Background: an optimization exercise with open tools, aiming at small area, a short achievable clock period and few clock cycles. Do not read the settings as production practice. Function was checked by simulation only, so behaviour that the tests miss may differ from the original. Power and IR drop assume default switching activity.

Setup of red:
## kmpcodec
module kmpcodec (
    input  wire        clk,
    input  wire        reset,       
    input  wire        cmd_valid,
    input  wire [23:0] cmd_word,
    output wire [7:0]  status,
    input  wire [3:0]  reg_addr,
    input  wire [4:0]  reg_idx,
    output reg  [23:0] reg_rdata,
    input  wire [1:0]  buf_op,      
    input  wire        buf_sel,     
    input  wire [6:0]  buf_idx,
    input  wire [7:0]  buf_wdata,
    output wire [7:0]  buf_rdata
);
For scale: about 6100 cells after synthesis, about 1200 flip-flops.
Settings: LEC_CHECK=0, CAP_MARGIN=20, CORE_MARGIN=2, CORE_UTILIZATION=40, PLACE_DENSITY=0.6, SETUP_SLACK_MARGIN=5, SLEW_MARGIN=20, TNS_END_PERCENT=10; clock period 10.0 ns.
run.sh (not shown) runs the stock make flow with config.mk's settings and CLKGATE_MAP_FILE= SYNTH_SCRIPT=/design/flow/synth_recipe.tcl, a recipe that flattens the netlist after the stock synthesis.
Testbench counts of red, summed over its fixed seeds: cycles 10,011.
[inputs] blue vs red
Settings: a change of TNS_END_PERCENT from 10 to 0.
### Flow results
The run showing the greater post-layout instance count excluding filler cells is red. When blue is measured against red, its transition time at the pin with the least slew margin turns out 35 ps higher. Changes observed in blue relative to red: final worst slack lost 4.4 ps, maximum number of pins on one net before global-route repair picked up an extra about 40%.
#### Input delta (green over blue)
Settings: setting CTS_BUF_LIST to sky130_fd_sc_hd__clkbuf_8 for the first time.
Notes after the runs:
green ends up with lower final core area utilization than blue does. green vs. blue: summed area of non-filler cells in the final layout shrank by 0.45%; total met2 wirelength after detailed routing rose by 0.78%; number of antenna violations at the first check in global routing +12; global-route met2 utilization closely matched the old numbers; number of gates resized after cts picked up an extra 16. As of green, count of clock-buffer cells in the layout had risen by more than a quarter compared to blue. green reports its beginning of the critical path as reg_idx[2] while blue reports reg_idx[3]. Against blue, green reports a routed wire length that is higher. On worst hold slack after final layout, green and blue are basically level. On sequential share of layout area, the higher figure sits with green, not blue. Any difference in placer's final routability congestion estimate between blue and green is small enough to ignore.
Edits applied to the flow inputs when going from green to orange:
Settings: removing CTS_BUF_LIST (formerly sky130_fd_sc_hd__clkbuf_8); changing PLACE_DENSITY from 0.6 to 0.68.
--- outcome ---
Power went up by a few percent going from green to orange.
A slowest library cell on the worst path of sky130_fd_sc_hd__a222oi_1 is what green shows, while sky130_fd_sc_hd__a22oi_2 belongs to orange.
In orange relative to green, total power per unit cell area had gone up by a few percent.
Against green, orange comes in 0.91% higher on wire length of the first global-routing pass.

========
Another version of the RTL of kmpcodec (not shown whole).
Size: ~6,100 cells after synthesis, roughly 1,200 flip-flops, about 94 I/O pins.
clock: 10.0 ns
lec_check: 0
cap_margin: 20
core_margin: 2
core_utilization: 55
place_density: 0.7
setup_slack_margin: 5
slew_margin: 20
tns_end_percent: 0
Testbench counts at the start, summed over its fixed seeds: cycles 10,011.
==> next run, changes <==
- CORE_UTILIZATION: 55 -> 40
- PLACE_DENSITY: 0.7 -> 0.6
=> Synthesized area stays the same; non-clock buffer count is higher by 18; via count goes down by 3.9%; setup slack is worse by 210 ps; wire length increases by 8.4%; core utilization drops by 17 points; clock power came out higher by about 2%; worst hold slack gets worse by 3.2 ps; design area climbs by 0.87%; global-route usage fell by 12 points; sequential cell count does not change.

========
kmpcodec, a different RTL version from the one above (not shown whole).
For scale: roughly 5,700 cells after synthesis, roughly 1,200 flip-flops, ~94 I/O pins, ~0.062 mm2 of cells after synthesis.
Settings: LEC_CHECK=0, CAP_MARGIN=20, CORE_MARGIN=2, CORE_UTILIZATION=55, PLACE_DENSITY=0.7, SETUP_SLACK_MARGIN=5, SLEW_MARGIN=20; clock period 10.0 ns.
The first run completed without violations.
Testbench counts at the start, summed over its fixed seeds: cycles 10,011.
Edit:
--- a/flow/config.mk
+++ b/flow/config.mk
@@ -9,5 +9,5 @@
 export CORE_MARGIN = 2
-export CORE_UTILIZATION = 55
-export PLACE_DENSITY = 0.7
-export SETUP_SLACK_MARGIN = 5
+export CORE_UTILIZATION = 40
+export PLACE_DENSITY = 0.6
+export SETUP_SLACK_MARGIN = 4
 export SLEW_MARGIN = 20
Power goes up slightly.
Die area goes up by well over a third.
Cell area drops by a few percent.
Sequential cell count is unchanged.
Setup slack loses 450 ps.
Maximum frequency is lower by a few percent.
Clock skew goes up by 11 ps.
Worst hold slack gets better by 3.9 ps.

[static timing again, ports no longer ideal]
The flow's constraints put no driver on any port. The routed layouts listed below were extracted and timed again, unchanged, in two steps.
Step 1 (the two cells are an assumption about what drives the block):
set clk [get_ports {clk}]
set_driving_cell -lib_cell sky130_fd_sc_hd__clkbuf_16 $clk
set_driving_cell -lib_cell sky130_fd_sc_hd__buf_2 [delete_from_list [all_inputs] $clk]
Step 2, shift: input delay + t, output delay - t, t = (earliest + latest rising clock arrival at the registers) / 2. This alone moves slack from input paths to output paths.
Three values: no drivers, after step 1, after step 2; two values: the first two.
| run | t (ns) | setup slack, ns | latest minus earliest clock arrival (ns) | worst register clock-pin slew, ns |
|---|---|---|---|---|
| red | 0.901 | 3.176 / 2.958 / 2.958 | 0.043 / 0.043 | 0.07 / 0.07 |
| blue | 0.874 | 3.172 / 3.117 / 2.572 | 0.036 / 0.036 | 0.07 / 0.07 |
| green | 1.052 | 3.079 / 3.038 / 2.501 | 0.089 / 0.088 | 0.09 / 0.09 |
| orange | 0.884 | 3.240 / 3.087 / 2.639 | 0.028 / 0.028 | 0.07 / 0.07 |
| the first run of note 2 | 0.893 | 3.044 / 2.924 / 2.306 | 0.057 / 0.057 | 0.07 / 0.07 |
| the second run of note 2 | 0.899 | 2.836 / 2.693 / 2.078 | 0.038 / 0.037 | 0.07 / 0.07 |
| the first run of note 3 | 0.853 | 2.899 / 2.813 / 2.813 | 0.049 / 0.049 | 0.07 / 0.07 |
| the second run of note 3 | 0.869 | 2.454 / 2.421 / 2.421 | 0.051 / 0.051 | 0.07 / 0.07 |
After both steps every run listed still meets setup and hold. For the second run of note 2, which loses most, drivers alone change the setup slack by -0.143 ns; drivers and shift together by -0.758 ns.
